Context: an optimization exercise on an open-source flow, tuned for small area. The choices shown serve that exercise and are no tape-out recipe. The RTL was checked by simulation tests, not by an equivalence proof against the original design. Power and IR drop assume default switching activity.

==> build 6: inputs <==
==> flow/design.v <==
module spe (
    input  wire         clk,
    input  wire         rst,             
    input  wire         cfg_variant,     
    input  wire [7:0]   cfg_devid,
    input  wire [7:0]   cfg_nch,
    input  wire         cmd_valid,
    output wire         cmd_ready,
    input  wire [31:0]  cmd_head,        
    input  wire [119:0] cmd_ops,         
    output wire         tx_valid,
    input  wire         tx_ready,
    output wire [7:0]   tx_data,
    output wire         tx_last,
    input  wire         tx_ans_valid,
    input  wire         tx_ans_err,
    output wire         rx_req,
    output wire [1:0]   rx_req_n,
    input  wire         rx_ans_valid,
    input  wire [1:0]   rx_ans_code,     
    input  wire [7:0]   rx_ans_count,
    input  wire [23:0]  rx_ans_data,     
    output wire [3:0]   status,
    output wire [15:0]  rval,
    output wire [7:0]   rb0,
    output wire [7:0]   rb1,
    output wire [15:0]  roff,
    output wire [7:0]   rwid,
    output wire         hit,
    output wire         moving,
    output wire [8:0]   errknown,
    output wire [6:0]   errunrec,
    output wire [4:0]   txlen,
    input  wire [4:0]   txbuf_addr,
    output wire [7:0]   txbuf_rdata,
    output wire [1:0]   rxlen,
    output wire [23:0]  rxbuf
);
    localparam [1:0] PH_IDLE = 2'd0;
    localparam [1:0] PH_TX   = 2'd1;
    localparam [1:0] PH_TXW  = 2'd2;
    localparam [1:0] PH_RX   = 2'd3;
    function [7:0] cmd_value(input [3:0] idx);
        case (idx)
            4'd0:    cmd_value = 8'h84;
            4'd1:    cmd_value = 8'h87;
            4'd2:    cmd_value = 8'h89;
            4'd3:    cmd_value = 8'h90;
            4'd4:    cmd_value = 8'h93;
            4'd5:    cmd_value = 8'hA1;
            4'd6:    cmd_value = 8'hA2;
            4'd7:    cmd_value = 8'hAE;
            4'd8:    cmd_value = 8'hA4;
            4'd9:    cmd_value = 8'hA7;
            4'd10:   cmd_value = 8'hA8;
            default: cmd_value = 8'h00;
        endcase
    endfunction
    function [6:0] devparam(input [4:0] pid);
        case (pid)
            5'd0:    devparam = {5'd0,  2'd1};
            5'd1:    devparam = {5'd1,  2'd1};
            5'd2:    devparam = {5'd2,  2'd1};
            5'd3:    devparam = {5'd3,  2'd1};
            5'd4:    devparam = {5'd4,  2'd2};
            5'd5:    devparam = {5'd6,  2'd2};
            5'd6:    devparam = {5'd8,  2'd1};
            5'd7:    devparam = {5'd9,  2'd1};
            5'd8:    devparam = {5'd10, 2'd1};
            5'd9:    devparam = {5'd11, 2'd1};
            5'd10:   devparam = {5'd12, 2'd1};
            5'd11:   devparam = {5'd13, 2'd1};
            5'd12:   devparam = {5'd14, 2'd1};
            5'd13:   devparam = {5'd15, 2'd1};
            5'd14:   devparam = {5'd16, 2'd1};
            5'd15:   devparam = {5'd17, 2'd1};
            5'd16:   devparam = {5'd16, 2'd1};
            5'd17:   devparam = {5'd17, 2'd1};
            5'd18:   devparam = {5'd18, 2'd1};
            5'd19:   devparam = {5'd19, 2'd2};
            5'd20:   devparam = {5'd21, 2'd1};
            5'd21:   devparam = {5'd22, 2'd2};
            5'd22:   devparam = {5'd24, 2'd1};
            5'd23:   devparam = {5'd25, 2'd1};
            5'd24:   devparam = {5'd26, 2'd1};
            default: devparam = 7'd0;
        endcase
    endfunction
    function [5:0] field(input [2:0] fid);
        case (fid)
            3'd0:    field = {4'd0, 2'd2};
            3'd1:    field = {4'd2, 2'd1};
            3'd2:    field = {4'd3, 2'd1};
            3'd3:    field = {4'd4, 2'd2};
            3'd4:    field = {4'd6, 2'd1};
            3'd5:    field = {4'd7, 2'd1};
            3'd6:    field = {4'd8, 2'd1};
            default: field = 6'd0;
        endcase
    endfunction
    reg        variant;
    reg [6:0]  devid;
    reg [7:0]  nch;
    reg [1:0]  phase;
    reg [2:0]  pend;
    wire       pk_pos = (pend == 3'b100);
    wire       pk_mov = (pend == 3'b101);
    wire       pk_err = (pend == 3'b110);
    wire [1:0] pend_n = {pend[1] | pk_pos, pend[0]};
    reg [4:0]  tx_idx;
    reg [7:0]  sb [0:15];
    reg [2:0]  st;
    reg [14:0] rv;
    reg [6:0]  r0, r1;
    reg [11:0] ro;
    reg [1:0]  rw;
    reg        h, mv;
    reg [8:0]  ek;
    reg [5:0]  eu;
    reg [4:0]  tl;
    reg [1:0]  rl;
    reg [23:0] rxd;
    assign status   = {1'b0, st};
    assign rval     = {1'b0, rv};
    assign rb0      = {1'b0, r0};
    assign rb1      = {1'b0, r1};
    assign roff     = {4'd0, ro};
    assign rwid     = {6'd0, rw};
    assign hit      = h;
    assign moving   = mv;
    assign errknown = ek;
    assign errunrec = {1'b0, eu};
    assign txlen    = tl;
    assign rxlen    = rl;
    assign rxbuf    = rxd;
    wire [3:0]  op    = cmd_head[31:28];
    wire [3:0]  oplen = cmd_head[27:24];
    wire [7:0]  arg_b = cmd_head[23:16];
    wire [15:0] arg_a = cmd_head[15:0];
    wire idle     = (phase == PH_IDLE);
    wire accept   = cmd_valid & idle;
    wire value_ok = (arg_a[15:14] == 2'b00);
    reg  chan_ok;
    integer j;
    always @(*) begin
        chan_ok = 1'b0;
        for (j = 0; j < 8; j = j + 1)
            chan_ok = (nch[j] & ~arg_b[j]) | (nch[j] & chan_ok) | (~arg_b[j] & chan_ok);
    end
    wire is_set   = op[3] & ~op[2] & (op[1] | op[0]);       
    wire frame_op = op[3] | (op == 4'h4);
    wire f_ok     = is_set ? value_ok : ((op == 4'hC) ? chan_ok : 1'b1);
    wire wr_frame = accept & frame_op & f_ok;
    wire start_tx = wr_frame & op[3];
    reg [7:0] f_opc;
    reg [3:0] f_k;
    reg [2:0] f_pend;
    always @(*) begin
        f_opc  = arg_b;
        f_k    = oplen;
        f_pend = {1'b0, arg_a[1:0]};
        case (op)
            4'h9: begin f_opc = 8'h84; f_k = 4'd3; f_pend = 3'b000; end
            4'hA: begin f_opc = 8'h87; f_k = 4'd3; f_pend = 3'b000; end
            4'hB: begin f_opc = 8'h89; f_k = 4'd3; f_pend = 3'b000; end
            4'hC: begin f_opc = 8'h90; f_k = 4'd1; f_pend = 3'b100; end
            4'hD: begin f_opc = 8'h93; f_k = 4'd0; f_pend = 3'b101; end
            4'hE: begin f_opc = 8'hA1; f_k = 4'd0; f_pend = 3'b110; end
            4'hF: begin f_opc = 8'hA2; f_k = 4'd0; f_pend = 3'b000; end
            default: ;
        endcase
    end
    wire [4:0] f_len = {1'b0, f_k} + {3'd0, variant, 1'b1};
    wire       in_tx = (phase == PH_TX);
    wire [4:0] ridx  = in_tx ? tx_idx : txbuf_addr;
    wire [2:0] rhi   = ridx[3:1] - {2'd0, variant};
    wire [3:0] pidx  = {rhi, ridx[0]};
    wire       hdr   = variant & (ridx[4:1] == 4'd0);
    wire [7:0] rdat  = hdr ? (ridx[0] ? {1'b0, devid} : 8'hAA) : sb[pidx];
    assign txbuf_rdata = rdat;
    assign tx_data     = rdat;
    wire [4:0] tx_inc = tx_idx + 5'd1;
    assign tx_last   = (tx_inc == tl);
    assign cmd_ready = idle;
    assign tx_valid  = in_tx;
    assign rx_req    = (phase == PH_RX);
    assign rx_req_n  = pend_n;
    wire       dev_known = ~|arg_b[7:5] & ~(arg_b[4] & arg_b[3] & |arg_b[2:0]);
    wire       fld_known = ~|arg_a[7:3] & ~&arg_a[2:0];
    wire       code_big  = |arg_b[7:4] | (arg_b[3] & (arg_b[2] | (arg_b[1] & arg_b[0])));
    wire [5:0] fld       = field(arg_a[2:0]);
    wire [4:0] pid       = arg_b[4:0];
    wire [1:0] dp_adj    = (pid == 5'd5 || pid == 5'd20 || pid == 5'd21) ? 2'd1 :
                           ((pid >= 5'd6 && pid <= 5'd15) || pid >= 5'd22) ? 2'd2 : 2'd0;
    wire       dp_w2     = (pid == 5'd4 || pid == 5'd5 || pid == 5'd19 || pid == 5'd21);
    wire        is_servo = op[0];            
    wire [5:0]  s_c = is_servo ? 6'd30 + {2'd0, fld[5:2]} : {4'd0, dp_adj};
    reg  [8:0]  s1;
    reg  [11:0] servo_off;
    reg         cy;
    reg  [11:0] xa, xb;
    integer k;
    always @(*) begin
        xa = {4'd0, arg_b};
        xb = {6'd0, s_c};
        cy = 1'b0;
        for (k = 0; k < 8; k = k + 1) begin
            s1[k] = xa[k] ^ xb[k] ^ cy;
            cy    = (xa[k] & xb[k]) | (xa[k] & cy) | (xb[k] & cy);
        end
        s1[8] = cy;
        xa = {1'b0, arg_b & {8{is_servo}}, 3'd0};
        xb = {3'd0, s1};
        cy = 1'b0;
        for (k = 0; k < 12; k = k + 1) begin
            servo_off[k] = xa[k] ^ xb[k] ^ cy;
            cy           = (xa[k] & xb[k]) | (xa[k] & cy) | (xb[k] & cy);
        end
    end
    wire        w2 = is_servo ? fld[1] : dp_w2;
    reg        name_hit;
    reg [3:0]  name_idx;
    integer i;
    always @(*) begin
        name_hit = 1'b0;
        name_idx = 4'd0;
        for (i = 0; i < 11; i = i + 1)
            if (cmd_value(i[3:0]) == arg_b) begin
                name_hit = 1'b1;
                name_idx = i[3:0];
            end
    end
    reg [2:0] st_acc;
    always @(*) begin
        st_acc = 3'd0;
        case (op)
            4'h0, 4'h9, 4'hA, 4'hB: if (!value_ok) st_acc = 3'd3;
            4'h2: if (!dev_known) st_acc = 3'd1;
            4'h3: if (!chan_ok) st_acc = 3'd2; else if (!fld_known) st_acc = 3'd1;
            4'h5: if (code_big) st_acc = 3'd1;
            4'hC: if (!chan_ok) st_acc = 3'd2;
            default: ;
        endcase
    end
    wire [7:0] rx_b0 = rx_ans_data[7:0];
    wire [7:0] rx_b1 = rx_ans_data[15:8];
    wire [7:0] rx_b2 = rx_ans_data[23:16];
    wire       rx_ok = (rx_ans_code == 2'd0) & (rx_ans_count == {6'd0, pend_n});
    wire        is_code = (op == 4'h5);
    wire [7:0]  x0 = idle ? (is_code ? cmd_value(arg_b[3:0]) : arg_b) : rx_b0;
    wire [7:0]  x1 = idle ? (is_code ? 8'd0 : arg_a[7:0]) : (pk_mov ? 8'd0 : rx_b1);
    wire [14:0] xw = {7'd0, x0} | {x1, 7'd0};
    always @(posedge clk) begin
        if (wr_frame) begin
            sb[0] <= {f_opc[7] & ~variant, f_opc[6:0]};
            sb[1] <= (is_set | (op == 4'hC)) ? arg_b : cmd_ops[7:0];
            sb[2] <= is_set ? {1'b0, arg_a[6:0]}  : cmd_ops[15:8];
            sb[3] <= is_set ? {1'b0, arg_a[13:7]} : cmd_ops[23:16];
            for (i = 4; i < 16; i = i + 1)
                sb[i] <= cmd_ops[8*(i-1) +: 8];
        end
        if (start_tx) begin
            pend <= f_pend;
        end
        if (idle)
            tx_idx <= 5'd0;
        else if (in_tx & tx_ready)
            tx_idx <= tx_inc;
        if (rst) begin
            variant <= cfg_variant;
            devid   <= cfg_devid[6:0];
            nch     <= cfg_nch;
            phase   <= PH_IDLE;
            st      <= 3'd0;
            rv      <= 15'd0;
            r0      <= 7'd0;
            r1      <= 7'd0;
            ro      <= 12'd0;
            rw      <= 2'd0;
            h       <= 1'b0;
            mv      <= 1'b0;
            ek      <= 9'd0;
            eu      <= 6'd0;
            tl      <= 5'd0;
            rl      <= 2'd0;
            rxd     <= 24'd0;
        end else begin
            case (phase)
                PH_IDLE: if (cmd_valid) begin
                    st <= st_acc;
                    if (wr_frame)
                        tl <= f_len;
                    if (start_tx)
                        phase <= PH_TX;
                    case (op)
                        4'h0: if (value_ok) begin
                            r0 <= arg_a[6:0];
                            r1 <= arg_a[13:7];
                        end
                        4'h1: rv <= xw;
                        4'h2, 4'h3: if (is_servo ? (chan_ok & fld_known) : dev_known) begin
                            ro <= servo_off;
                            rw <= {w2, ~w2};
                        end
                        4'h5: if (!code_big)
                            rv <= xw;
                        4'h6: begin
                            h <= name_hit;
                            if (name_hit)
                                r0 <= {3'd0, name_idx};
                        end
                        4'h7: begin
                            rv <= xw;
                            ek <= xw[8:0];
                            eu <= xw[14:9];
                        end
                        default: ;
                    endcase
                end
                PH_TX: if (tx_ready & tx_last)
                    phase <= PH_TXW;
                PH_TXW: if (tx_ans_valid) begin
                    if (tx_ans_err) begin
                        st    <= 3'd4;
                        phase <= PH_IDLE;
                    end else if (pend == 3'd0) begin
                        rl    <= pend_n;
                        st    <= 3'd0;
                        phase <= PH_IDLE;
                    end else
                        phase <= PH_RX;
                end
                PH_RX: if (rx_ans_valid) begin
                    phase <= PH_IDLE;
                    if (rx_ans_code == 2'd1)
                        st <= 3'd5;
                    else if (rx_ans_code != 2'd0)
                        st <= 3'd4;
                    else if (!rx_ok)
                        st <= 3'd6;
                    else begin
                        st <= 3'd0;
                        rl <= pend_n;
                        rxd[7:0] <= rx_b0;
                        if (pend_n[1]) rxd[15:8] <= rx_b1;
                        if (pend_n == 2'd3) rxd[23:16] <= rx_b2;
                        if (pend[2])
                            rv <= xw;
                        if (pk_mov)
                            mv <= (rx_b0 != 8'd0);
                        if (pk_err) begin
                            ek <= xw[8:0];
                            eu <= xw[14:9];
                        end
                    end
                end
            endcase
        end
    end
endmodule
==> flow/flow/run.sh <==
#!/bin/bash
# The standard layout (bash standard.sh) with two changes:
#  - port buffers use the smallest buffer cell instead of the default choice
#  - the clock tree uses clkbuf_8 buffers, clusters of at most 16 sinks, and no dummy loads
# ORFS writes each step's full log under orfs/logs; make's output goes to standard.log.
export BUFFER_PORTS_ARGS="-buffer_cell sky130_fd_sc_hd__buf_1"
export CTS_ARGS="-sink_clustering_enable -repair_clock_nets -dont_use_dummy_load -buf_list sky130_fd_sc_hd__clkbuf_8 -sink_clustering_size 16 -sink_clustering_max_diameter 60"
bash standard.sh > standard.log 2>&1
==> flow/standard.sh <==
#!/bin/bash
# synth_recipe.tcl (not shown) runs the flow's synth.tcl, then flattens the netlist and writes it again
# the make line also repeats each setting of config.mk as NAME=value (left out here)
make -C /OpenROAD-flow-scripts/flow DESIGN_CONFIG=/design/flow/config.mk WORK_HOME=/design/flow/orfs CLKGATE_MAP_FILE= SYNTH_SCRIPT=/design/flow/synth_recipe.tcl "${@:-finish}"
==> flow/config.mk <==
export PLATFORM = sky130hd
export DESIGN_NAME = spe
export DESIGN_NICKNAME = spe
export VERILOG_FILES = /design/flow/design.v
export SDC_FILE = /design/flow/constraint.sdc
export NUM_CORES = 4
export LEC_CHECK = 0
export ABC_AREA = 1
export CAP_MARGIN = 5
export CORE_MARGIN = 2
export CORE_UTILIZATION = 72
export SLEW_MARGIN = 5
==> flow/constraint.sdc <==
create_clock -name core_clock -period 10.0 [get_ports {clk}]
set_input_delay 2.0000 -clock core_clock [delete_from_list [all_inputs] [get_ports {clk}]]
set_output_delay 2.0000 -clock core_clock [all_outputs]
set_load 0.01 [all_outputs]
==> inputs of trial 75, as changes to build 6 <==
--- a/flow/design.v
+++ b/flow/design.v
@@ -39,6 +39,6 @@
     localparam [1:0] PH_IDLE = 2'd0;
     localparam [1:0] PH_TX   = 2'd1;
-    localparam [1:0] PH_TXW  = 2'd2;
-    localparam [1:0] PH_RX   = 2'd3;
+    localparam [1:0] PH_TXW  = 2'd3;
+    localparam [1:0] PH_RX   = 2'd2;
     function [7:0] cmd_value(input [3:0] idx);
         case (idx)
==> flow/flow/run.sh (replaced) <==
#!/bin/bash
# Layout flow: the standard layout (standard.sh) with these changes:
#  - port buffers use the smallest buffer cell (buf_1);
#  - the constant-0 outputs share one tie cell (no repair_tie_fanout);
#  - the clock tree uses clkbuf_8 buffers, clusters of at most 16 sinks, and
#    no dummy loads.
# Each tool's full log stays under orfs/logs (and orfs_std/logs); make's output
# goes to std_synth.log, synth.log and standard.log.
set -euo pipefail
W=$PWD
export BUFFER_PORTS_ARGS="-buffer_cell sky130_fd_sc_hd__buf_1"
export SKIP_REPAIR_TIE_FANOUT=1
export CTS_ARGS="-sink_clustering_enable -repair_clock_nets -dont_use_dummy_load -buf_list sky130_fd_sc_hd__clkbuf_8 -sink_clustering_size 16 -sink_clustering_max_diameter 60"

# standard synthesis, for the register comparison only
make -C "$FLOW_HOME" DESIGN_CONFIG="$W/config.mk" WORK_HOME="$W/orfs_std" CLKGATE_MAP_FILE= \
  SYNTH_SCRIPT="$W/synth_recipe.tcl" synth > std_synth.log 2>&1

# our synthesis into the layout's work folder; standard.sh then continues from it
make -C "$FLOW_HOME" DESIGN_CONFIG="$W/config.mk" WORK_HOME="$W/orfs" CLKGATE_MAP_FILE= \
  ADDER_MAP_FILE= SYNTH_SCRIPT="$W/flow/synth.tcl" synth > synth.log 2>&1

regs() { grep -oE 'sky130_fd_sc_hd__[a-z]*df[a-z]*_[0-9]+ +\\?[^ ]+' "$1" | sed -E 's/_[0-9]+ +/ /' | sort; }
R=results/$FLOW_PLATFORM/spe/base/1_2_yosys.v
if ! diff <(regs "orfs_std/$R") <(regs "orfs/$R") > regs_diff.log; then
  echo "register mismatch with the standard synthesis, see regs_diff.log" >&2
  exit 1
fi

bash standard.sh > standard.log 2>&1
==> flow/flow/abc_area.script (new file) <==
strash
ifraig
dc2
dch -f
amap
mfs2
strash
dch -f
amap
mfs2
strash
dch -f
amap
topo
stime -c
==> flow/flow/synth.tcl (new file) <==
# The standard flow's synthesis script (synth_recipe.tcl) with one change: ABC maps the
# combinational logic with the area-oriented script abc_area.script beside this
# file instead of ORFS's script. Flip-flop mapping (dfflibmap, before ABC) and
# register names are untouched.
set abc_area_script [file join [file dirname [file normalize [info script]]] abc_area.script]
proc synth {args} { yosys synth -nofsm -noshare {*}$args }
proc abc {args} {
  global abc_area_script
  set i [lsearch $args -script]
  if { $i >= 0 } { lset args [expr {$i + 1}] $abc_area_script }
  yosys abc {*}$args
}
source $::env(SCRIPTS_DIR)/synth.tcl
# left out here: clear keep_hierarchy, flatten, clean up, hide names made inside functions, write 1_2_yosys.v
ABC_AREA = unset   (was 1)
CORE_UTILIZATION = 65   (was 72)
==> inputs of build 23, as changes to build 6 <==
--- a/flow/design.v
+++ b/flow/design.v
@@ -39,6 +39,6 @@
     localparam [1:0] PH_IDLE = 2'd0;
     localparam [1:0] PH_TX   = 2'd1;
-    localparam [1:0] PH_TXW  = 2'd2;
-    localparam [1:0] PH_RX   = 2'd3;
+    localparam [1:0] PH_TXW  = 2'd3;
+    localparam [1:0] PH_RX   = 2'd2;
     function [7:0] cmd_value(input [3:0] idx);
         case (idx)
==> flow/flow/run.sh (replaced) <==
#!/bin/bash
# Layout flow: the standard layout (standard.sh) with these changes:
#  - port buffers use the smallest buffer cell (buf_1);
#  - the clock tree uses clkbuf_8 buffers, clusters of at most 16 sinks, and
#    no dummy loads.
# Each tool's full log stays under orfs/logs (and orfs_std/logs); make's output
# goes to std_synth.log, synth.log and standard.log.
set -euo pipefail
W=$PWD
export BUFFER_PORTS_ARGS="-buffer_cell sky130_fd_sc_hd__buf_1"
export CTS_ARGS="-sink_clustering_enable -repair_clock_nets -dont_use_dummy_load -buf_list sky130_fd_sc_hd__clkbuf_8 -sink_clustering_size 16 -sink_clustering_max_diameter 60"

# standard synthesis, for the register comparison only
make -C "$FLOW_HOME" DESIGN_CONFIG="$W/config.mk" WORK_HOME="$W/orfs_std" CLKGATE_MAP_FILE= \
  SYNTH_SCRIPT="$W/synth_recipe.tcl" synth > std_synth.log 2>&1

# our synthesis into the layout's work folder; standard.sh then continues from it
make -C "$FLOW_HOME" DESIGN_CONFIG="$W/config.mk" WORK_HOME="$W/orfs" CLKGATE_MAP_FILE= \
  SYNTH_SCRIPT="$W/flow/synth.tcl" synth > synth.log 2>&1

regs() { grep -oE 'sky130_fd_sc_hd__[a-z]*df[a-z]*_[0-9]+ +\\?[^ ]+' "$1" | sed -E 's/_[0-9]+ +/ /' | sort; }
R=results/$FLOW_PLATFORM/spe/base/1_2_yosys.v
if ! diff <(regs "orfs_std/$R") <(regs "orfs/$R") > regs_diff.log; then
  echo "register mismatch with the standard synthesis, see regs_diff.log" >&2
  exit 1
fi

bash standard.sh > standard.log 2>&1
==> flow/flow/abc_area.script (new file) <==
strash
ifraig
dc2
dch -f
amap
mfs2
strash
dch -f
amap
mfs2
strash
dch -f
amap
topo
stime -c
==> flow/flow/synth.tcl (new file) <==
# The standard flow's synthesis script (synth_recipe.tcl) with one change: ABC maps the
# combinational logic with the area-oriented script abc_area.script beside this
# file instead of ORFS's script. Flip-flop mapping (dfflibmap, before ABC) and
# register names are untouched.
set abc_area_script [file join [file dirname [file normalize [info script]]] abc_area.script]
proc synth {args} { yosys synth -nofsm -noshare {*}$args }
proc abc {args} {
  global abc_area_script
  set i [lsearch $args -script]
  if { $i >= 0 } { lset args [expr {$i + 1}] $abc_area_script }
  yosys abc {*}$args
}
source $::env(SCRIPTS_DIR)/synth.tcl
# left out here: clear keep_hierarchy, flatten, clean up, hide names made inside functions, write 1_2_yosys.v
ABC_AREA = unset   (was 1)
CORE_UTILIZATION = 65   (was 72)
==> reports/qor.txt <==
met1 Use GR - 46.1%
Data required, critical path - 8.00 ns
post-placement cell area - 0.0120 sq mm
sequential power share - 55.3%
Synth Area in XOR/XNOR - 0%
logic gate share of total power - 22.7%
Clock Pin Slew Worst Setup and Hold Paths - 0.09 ns
DP HPWL - 23,100 um
status - no timing/DRC/antenna violations
top post-synthesis cells by area - edfxtp_1 (42%), dfxtp_1 (19%), nor2_1 (6.8%)
GRT Overall Usage - 35.3%
commonest cells in the netlist - nor2_1 (190), edfxtp_1 (147), dfxtp_1 (101), o22ai_1 (87), clkinv_1 (75)
Int Pwr - 1490 uW
The numbers above come from trial 75.

==> reports/qor.txt <==
status - no timing/DRC/antenna violations
met1 Use GR - 45.8%
commonest cells in the netlist - nor2_1 (164), edfxtp_1 (147), dfxtp_1 (101), o22ai_1 (98), clkinv_1 (75)
logic gate share of total power - 35.0%
Synth Area in XOR/XNOR - 0%
sequential power share - 47.4%
post-placement cell area - 0.0122 sq mm
Int Pwr - 1710 uW
DP HPWL - 24,200 um
The numbers above come from build 23.

==> reports/qor.txt <==
GRT Overall Usage - 40.4%
status - no timing/DRC/antenna violations
Int Pwr - 1440 uW
Clock Pin Slew Worst Setup and Hold Paths - 0.10 ns
Data required, critical path - 10.41 ns
top post-synthesis cells by area - edfxtp_1 (37%), dfxtp_1 (17%), nand2_1 (9.1%)
logic gate share of total power - 20.9%
met1 Use GR - 46.9%
The numbers above come from build 6.

static timing again, ports no longer ideal:
In the flow no input, the clock included, has a driving cell. The finished layouts below were timed again as built, in two steps. Step 1 sets driving cells, clkbuf_16 on the clock port and buf_2 on the other inputs (assumed; they add their load-dependent delay and slew). Step 2 moves the port delays by t, midway between the first and last clock arrival at a register: inputs arrive t later, outputs are due t later. That takes back most of the time a late clock gives input paths. Slacks: ideal ports / drivers / drivers and shift; pairs: ideal ports / drivers.
run	t, ns	setup WS [ns]	latest minus earliest clock arrival (ns)
build 6	0.570	2.282 / 2.309 / 1.739	0.077 / 0.077
trial 75	0.568	2.656 / 2.602 / 2.602	0.031 / 0.032
build 23	0.562	1.897 / 1.874 / 1.745	0.041 / 0.041
After both steps every run listed still meets setup and hold. For build 6, which loses most, drivers alone change the setup slack by +0.027 ns; drivers and shift together by -0.543 ns.
